This design comes from an exercise in tuning for small area, a short achievable clock period and few clock cycles on the open sky130 flow, not from production work. In this exercise RTL edits were held to simulation tests only and were not proved equivalent to the original.

==> trial 57 <==
// nbc_stream_enc
module nbc_stream_enc (
    input  wire        clk,
    input  wire        rst,
    input  wire        cmd_valid,
    output wire        cmd_ready,
    input  wire [31:0] cmd_count,
    input  wire [1:0]  cmd_mode,
    input  wire [63:0] cmd_acc,
    input  wire        in_valid,
    output wire        in_ready,
    input  wire [63:0] in_data,
    output wire        out_valid,
    input  wire        out_ready,
    output wire [63:0] out_data,
    output wire [3:0]  out_nbytes,
    output wire        out_last
);
==> module nbc_stream_enc, before the edit <==
module nbc_stream_enc (
    input  wire        clk,
    input  wire        rst,
    input  wire        cmd_valid,
    output wire        cmd_ready,
    input  wire [31:0] cmd_count,
    input  wire [1:0]  cmd_mode,
    input  wire [63:0] cmd_acc,
    input  wire        in_valid,
    output wire        in_ready,
    input  wire [63:0] in_data,
    output wire        out_valid,
    input  wire        out_ready,
    output wire [63:0] out_data,
    output wire [3:0]  out_nbytes,
    output wire        out_last
);
    localparam MODE_DELTA = 2'd1;
    localparam MODE_XOR   = 2'd2;
    integer j, i;
    reg [63:0] sd [0:7];
    reg [7:0]  tv, tc, tx;
    reg        active;       
    reg [31:0] rem;          
    reg [1:0]  mode;
    reg [63:0] acc;          
    reg [2:0]  gpos;         
    reg [15:0] nz_acc;       
    reg [6:0]  m_acc;        
    reg        pend_full;
    reg [15:0] pend_nz;
    reg [7:0]  pend_m;
    reg        pend_last;    
    reg [135:0] nbuf;        
    reg [5:0]   cnt;         
    reg         fin;         
    reg [3:0]   lnb;         
    reg [4:0]   blk_n;       
    reg [6:0]   bm;          
    reg         blk_last;    
    wire v0 = tv[0];
    wire c0 = tc[0];
    wire f0 = ~c0 & tx[0];
    wire head_noop = ~v0 | (~c0 & ~tx[0] & bm[0]);
    assign out_valid  = cnt[5] | cnt[4] | fin;
    assign out_last   = fin & (cnt == 6'd16);
    assign out_data   = nbuf[63:0];
    assign out_nbytes = lnb;
    wire xfer = out_valid & out_ready;
    wire ok2     = fin ? (cnt == 6'd16) : ~cnt[5];
    wire out_ok  = (~cnt[5] & ~cnt[4]) | (out_ready & ok2);
    wire head_go = head_noop | out_ok;
    reg [63:0] t_val;
    always @(*) begin
        case (mode)
            MODE_DELTA: t_val = in_data - acc;
            MODE_XOR:   t_val = in_data ^ acc;
            default:    t_val = in_data;
        endcase
    end
    reg [15:0] nzt;
    always @(*)
        for (i = 0; i < 16; i = i + 1)
            nzt[i] = |t_val[4*i +: 4];
    wire zt = ~|nzt;
    wire last_v  = (rem == 32'd1);
    wire ins_e   = (gpos == 3'd7) | last_v;
    wire e_ok    = ~pend_full | (v0 & f0);
    wire blocked = active & ins_e & ~e_ok;
    assign cmd_ready = ~active & head_go;
    assign in_ready  = active & head_go & ~blocked;
    wire cmd_fire = cmd_valid & cmd_ready;
    wire in_fire  = in_valid & in_ready;
    wire step = head_go & (~active | in_valid | (gpos == 3'd0) | blocked);
    wire [63:0] ins_d = active ? t_val : {32'd0, cmd_count};
    wire        ins_v = in_fire | cmd_fire;
    wire        ins_x = active ? (gpos == 3'd0) : (cmd_count == 32'd0);
    wire [15:0] nz_new = ((gpos == 3'd0) ? 16'd0 : nz_acc) | nzt;
    reg  [7:0]  m_full;
    always @(*)
        for (j = 0; j < 8; j = j + 1)
            m_full[j] = (j < gpos) ? m_acc[j] : ((j == gpos) ? zt : 1'b1);
    reg [4:0] n_h;
    always @(*) begin
        n_h = 5'd0;
        for (i = 0; i < 16; i = i + 1)
            if (pend_nz[i]) n_h = i + 1;
    end
    wire       pk    = step & ~head_noop;
    wire [4:0] n_use = f0 ? n_h : blk_n;
    wire       z0    = f0 ? pend_m[0] : bm[0];
    wire       more  = f0 ? ~&pend_m[7:1] : ~&bm[6:1];
    wire [5:0] len   = c0 ? 6'd8 : ({1'b0, f0, 2'b00} + {1'b0, (z0 ? 5'd0 : n_use)});
    wire [3:0] q     = cnt[3:0];
    wire [5:0] tot0  = {2'b00, q} + len;
    wire       pad   = ~c0 & ~more & tot0[0];
    wire [5:0] tot   = tot0 + {5'd0, pad};
    wire       fin_set = c0 ? tx[0] : ((f0 ? pend_last : blk_last) & ~more);
    wire [79:0]  app   = f0 ? {sd[0], pend_m, 3'b000, n_h} : {16'd0, sd[0]};
    wire [135:0] app_s = {56'd0, app} << {q, 2'b00};
    wire [135:0] base  = xfer ? {64'd0, nbuf[135:64]} : nbuf;
    wire [5:0]   bcnt  = xfer ? cnt - 6'd16 : cnt;
    wire         bfin  = fin & ~(xfer & out_last);
    wire [5:0]   tot_r = (tot[3:0] == 4'd0) ? tot : {tot[5:4] + 2'd1, 4'd0};
    always @(posedge clk) begin
        if (step) begin
            for (j = 0; j < 7; j = j + 1)
                sd[j] <= sd[j+1];
            sd[7] <= ins_d;
            tc <= {~active, tc[7:1]};
            tx <= {ins_x, tx[7:1]};
        end
        if (in_fire)
            acc <= in_data;
        else if (cmd_fire)
            acc <= cmd_acc;
        if (cmd_fire) begin
            mode <= cmd_mode;
            rem  <= cmd_count;
            gpos <= 3'd0;
        end else if (in_fire) begin
            rem  <= rem - 32'd1;
            gpos <= ins_e ? 3'd0 : gpos + 3'd1;
            if (ins_e) begin
                pend_nz   <= nz_new;
                pend_m    <= m_full;
                pend_last <= last_v;
            end else begin
                nz_acc       <= nz_new;
                m_acc[gpos]  <= zt;
            end
        end
        if (step & v0 & ~c0) begin
            if (f0) begin
                bm       <= pend_m[7:1];
                blk_n    <= n_h;
                blk_last <= pend_last;
            end else begin
                bm <= {1'b1, bm[6:1]};
            end
        end
        if (pk & fin_set)
            lnb <= (tot[3:0] == 4'd0) ? 4'd8 : {1'b0, tot[3:1]};
        if (pk)
            nbuf <= (c0 ? 136'd0 : base) | app_s;
        else
            nbuf <= base;
        if (rst) begin
            tv        <= 8'd0;
            active    <= 1'b0;
            pend_full <= 1'b0;
            cnt       <= 6'd0;
            fin       <= 1'b0;
        end else begin
            if (step)
                tv <= {ins_v, tv[7:1]};
            if (cmd_fire)
                active <= (cmd_count != 32'd0);
            else if (in_fire & last_v)
                active <= 1'b0;
            if (in_fire & ins_e)
                pend_full <= 1'b1;
            else if (step & v0 & f0)
                pend_full <= 1'b0;
            if (pk) begin
                cnt <= fin_set ? tot_r : tot;
                fin <= fin_set;
            end else begin
                cnt <= bcnt;
                fin <= bfin;
            end
        end
    end
endmodule
clock: 8.0 ns
lec_check: 0
abc_clock_period_in_ps: 4000
cap_margin: 20
core_margin: 2
core_utilization: 65
place_density: 0.75
setup_slack_margin: 4.0
slew_margin: 20
run.sh (not shown) runs the stock make flow with config.mk's settings and CLKGATE_MAP_FILE= SYNTH_SCRIPT=/design/flow/synth_recipe.tcl, a recipe that flattens the netlist after the stock synthesis.
==> trial 40 (differences from trial 57) <==
==> flow/design.v (replaced) <==
module nbc_stream_enc (
    input  wire        clk,
    input  wire        rst,
    input  wire        cmd_valid,
    output wire        cmd_ready,
    input  wire [31:0] cmd_count,
    input  wire [1:0]  cmd_mode,
    input  wire [63:0] cmd_acc,
    input  wire        in_valid,
    output wire        in_ready,
    input  wire [63:0] in_data,
    output wire        out_valid,
    input  wire        out_ready,
    output wire [63:0] out_data,
    output wire [3:0]  out_nbytes,
    output wire        out_last
);
    localparam MODE_DELTA = 2'd1;
    localparam MODE_XOR   = 2'd2;
    integer j, i;
    reg        active;       
    reg [31:0] rem;          
    reg [2:0]  gpos;         
    reg        i_v, i_c, i_x, i_e, i_l;
    reg [2:0]  i_pos;
    reg [63:0] i_d;
    reg [1:0]  mode;
    reg [63:0] acc;          
    reg        gopen;        
    reg [15:0] nz_acc;
    reg [6:0]  m_acc;
    reg        pend_full;
    reg [15:0] pend_nz;
    reg [7:0]  pend_m;
    reg        pend_last;    
    reg [63:0] sd [0:7];
    reg [7:0]  tv, tc, tf, tz;
    reg        noop;         
    reg [135:0] nbuf;        
    reg [5:0]   cnt;         
    reg         fin;         
    reg [3:0]   lnb;         
    reg [4:0]   blk_n;       
    reg [6:0]   bm;          
    reg         blk_last;    
    assign out_valid  = cnt[5] | cnt[4] | fin;
    assign out_last   = fin & (cnt == 6'd16);
    assign out_data   = nbuf[63:0];
    assign out_nbytes = lnb;
    wire xfer = out_valid & out_ready;
    wire v0 = tv[0];
    wire c0 = tc[0];
    wire f0 = tf[0];
    wire head_noop = noop;
    wire lt16    = ~cnt[5] & ~cnt[4];
    wire ok2     = fin ? (cnt == 6'd16) : ~cnt[5];
    wire head_go = head_noop | lt16 | (out_ready & ok2);
    wire blocked = i_v & ~i_c & i_e & pend_full & ~(v0 & f0);
    wire step    = head_go & (i_v | ~gopen);
    wire mv      = step & i_v & ~blocked;
    wire pk      = step & ~head_noop;
    wire rdy_a   = ~i_v | (~blocked & (head_noop | lt16));
    wire rdy_b   = ~blocked & ok2;
    wire s8_free = rdy_a | (rdy_b & out_ready);
    assign cmd_ready = ~active & s8_free;
    assign in_ready  = active & s8_free;
    wire cmd_fire = cmd_valid & cmd_ready;
    wire in_fire  = in_valid & in_ready;
    wire last_v   = (rem == 32'd1);
    reg [63:0] t_val;
    always @(*) begin
        if (i_c)
            t_val = i_d;
        else case (mode)
            MODE_DELTA: t_val = i_d - acc;
            MODE_XOR:   t_val = i_d ^ acc;
            default:    t_val = i_d;
        endcase
    end
    reg [15:0] nzt;
    always @(*)
        for (i = 0; i < 16; i = i + 1)
            nzt[i] = |t_val[4*i +: 4];
    wire [63:0] acc_m = (mode == MODE_DELTA || mode == MODE_XOR) ? acc : 64'd0;
    wire zt = (i_d == acc_m);
    wire [15:0] nz_new = (i_x ? 16'd0 : nz_acc) | nzt;
    reg  [7:0]  m_full;
    always @(*)
        for (j = 0; j < 8; j = j + 1)
            m_full[j] = (j < i_pos) ? m_acc[j] : ((j == i_pos) ? zt : 1'b1);
    reg [4:0] pend_n;
    always @(*) begin
        pend_n = 5'd0;
        for (i = 0; i < 16; i = i + 1)
            if (pend_nz[i]) pend_n = i + 1;
    end
    wire [4:0] n_use = f0 ? pend_n : blk_n;
    wire       z0    = f0 ? pend_m[0] : bm[0];
    wire       more  = f0 ? ~&pend_m[7:1] : ~&bm[6:1];
    wire [5:0] len   = c0 ? 6'd8 : ({1'b0, f0, 2'b00} + {1'b0, (z0 ? 5'd0 : n_use)});
    wire [3:0] q     = cnt[3:0];
    wire [5:0] tot0  = {2'b00, q} + len;
    wire       pad   = ~c0 & ~more & tot0[0];
    wire [5:0] tot   = tot0 + {5'd0, pad};
    wire       fin_set = c0 ? tz[0] : ((f0 ? pend_last : blk_last) & ~more);
    wire [79:0]  app   = f0 ? {sd[0], pend_m, 3'b000, pend_n} : {16'd0, sd[0]};
    wire       bm_n0 = (v0 & ~c0) ? (f0 ? pend_m[1] : bm[1]) : bm[0];
    wire [135:0] app_s = {56'd0, app} << {q, 2'b00};
    wire [135:0] base  = xfer ? {64'd0, nbuf[135:64]} : nbuf;
    wire [5:0]   bcnt  = xfer ? cnt - 6'd16 : cnt;
    wire         bfin  = fin & ~(xfer & out_last);
    wire [5:0]   tot_r = (tot[3:0] == 4'd0) ? tot : {tot[5:4] + 2'd1, 4'd0};
    always @(posedge clk) begin
        if (cmd_fire) begin
            rem  <= cmd_count;
            gpos <= 3'd0;
            mode <= cmd_mode;
        end else if (in_fire) begin
            rem  <= rem - 32'd1;
            gpos <= ((gpos == 3'd7) | last_v) ? 3'd0 : gpos + 3'd1;
        end
        if (cmd_fire | in_fire) begin
            i_d   <= cmd_fire ? {32'd0, cmd_count} : in_data;
            i_c   <= cmd_fire;
            i_x   <= cmd_fire ? (cmd_count == 32'd0) : (gpos == 3'd0);
            i_e   <= (gpos == 3'd7) | last_v;
            i_l   <= last_v;
            i_pos <= gpos;
        end
        if (cmd_fire)
            acc <= cmd_acc;
        else if (mv & ~i_c)
            acc <= i_d;
        if (mv & ~i_c) begin
            if (i_e) begin
                pend_nz   <= nz_new;
                pend_m    <= m_full;
                pend_last <= i_l;
            end else begin
                nz_acc       <= nz_new;
                m_acc[i_pos] <= zt;
            end
        end
        if (step) begin
            for (j = 0; j < 7; j = j + 1)
                sd[j] <= sd[j+1];
            sd[7] <= t_val;
            tc <= {i_c, tc[7:1]};
            tf <= {~i_c & i_x, tf[7:1]};
            tz <= {i_c & i_x, tz[7:1]};
        end
        if (step & v0 & ~c0) begin
            if (f0) begin
                bm       <= pend_m[7:1];
                blk_n    <= pend_n;
                blk_last <= pend_last;
            end else begin
                bm <= {1'b1, bm[6:1]};
            end
        end
        if (pk & fin_set)
            lnb <= (tot[3:0] == 4'd0) ? 4'd8 : {1'b0, tot[3:1]};
        if (pk)
            nbuf <= (c0 ? 136'd0 : base) | app_s;
        else
            nbuf <= base;
        if (rst) begin
            active    <= 1'b0;
            i_v       <= 1'b0;
            gopen     <= 1'b0;
            pend_full <= 1'b0;
            tv        <= 8'd0;
            noop      <= 1'b1;
            cnt       <= 6'd0;
            fin       <= 1'b0;
        end else begin
            if (cmd_fire)
                active <= (cmd_count != 32'd0);
            else if (in_fire & last_v)
                active <= 1'b0;
            i_v <= cmd_fire | in_fire | (i_v & ~mv);
            if (mv & ~i_c)
                gopen <= ~i_e;
            if (mv & ~i_c & i_e)
                pend_full <= 1'b1;
            else if (step & v0 & f0)
                pend_full <= 1'b0;
            if (step) begin
                tv   <= {mv, tv[7:1]};
                noop <= ~tv[1] | (~tc[1] & ~tf[1] & bm_n0);
            end
            if (pk) begin
                cnt <= fin_set ? tot_r : tot;
                fin <= fin_set;
            end else begin
                cnt <= bcnt;
                fin <= bfin;
            end
        end
    end
endmodule
==> flow/config.mk (replaced) <==
export PLATFORM = sky130hd
export DESIGN_NAME = nbc_stream_enc
export DESIGN_NICKNAME = nbc_stream_enc
export VERILOG_FILES = /design/flow/design.v
export SDC_FILE = /design/flow/constraint.sdc
export NUM_CORES = 4
export LEC_CHECK = 0
export ABC_CLOCK_PERIOD_IN_PS = 4500
export CAP_MARGIN = 20
export CORE_MARGIN = 2
export CORE_UTILIZATION = 40
export CTS_BUF_LIST = sky130_fd_sc_hd__clkbuf_4 sky130_fd_sc_hd__clkbuf_8
export SETUP_SLACK_MARGIN = 3.8
export SLEW_MARGIN = 20
==> build 37 (differences from trial 57) <==
==> flow/config.mk (replaced) <==
export PLATFORM = sky130hd
export DESIGN_NAME = nbc_stream_enc
export DESIGN_NICKNAME = nbc_stream_enc
export VERILOG_FILES = /design/flow/design.v
export SDC_FILE = /design/flow/constraint.sdc
export NUM_CORES = 4
export LEC_CHECK = 0
export CAP_MARGIN = 20
export CORE_MARGIN = 2
export CORE_UTILIZATION = 40
export SLEW_MARGIN = 20
==> notes <==
- Against trial 40, the global-route usage of trial 57 is higher by 19 points.
- Of build 37 and trial 57, trial 57 has the higher critical path depth (gap 5).
- Between trial 40 and build 37, the lower first-iteration DRC count is in build 37 (gap 31%, measured against build 37).
- Of trial 40 and trial 57, trial 40 has the higher fmax (gap 29%, measured against trial 57).
- In synthesized cell count, trial 57 and build 37 do not differ.
- Against trial 57, the clock skew of trial 40 is higher by 0.0048 ns.
Testbench counts of trial 57, summed over its fixed seeds: cycles 15,202.
Testbench counts of trial 40, summed over its fixed seeds: cycles 15,210.
Testbench counts of build 37, summed over its fixed seeds: cycles 15,202.

==> port drivers added, routing unchanged <==
Ports are ideal in the flow. The routed layouts listed here were re-timed in OpenROAD.
Step 1: set_driving_cell puts a clkbuf_16 on clk and a buf_2 on each other input, an assumption about the parent block.
Step 2 adds t to the input delays and takes it off the output delays; t is the mean of the earliest and latest rising clock arrival at the registers after step 1. Input paths then give back, and output paths get back, about the clock's delay inside the block.
Three values: ideal, step 1, step 2; two values: the first two.
run	t (ns)	slack for setup (ns)	worst setup path after step 2	worst register clock-pin slew, ns
trial 57	0.731	2.589 / 2.605 / 1.874	input to register	0.08 / 0.08
trial 40	0.901	3.795 / 3.739 / 3.131	input to register	0.07 / 0.07
build 37	0.707	1.621 / 1.664 / 0.957	input to register	0.06 / 0.06
After both steps setup and hold are still met in every run listed. The setup slack of trial 57, which loses most, moves by +0.016 ns with the drivers and by -0.715 ns with both steps.
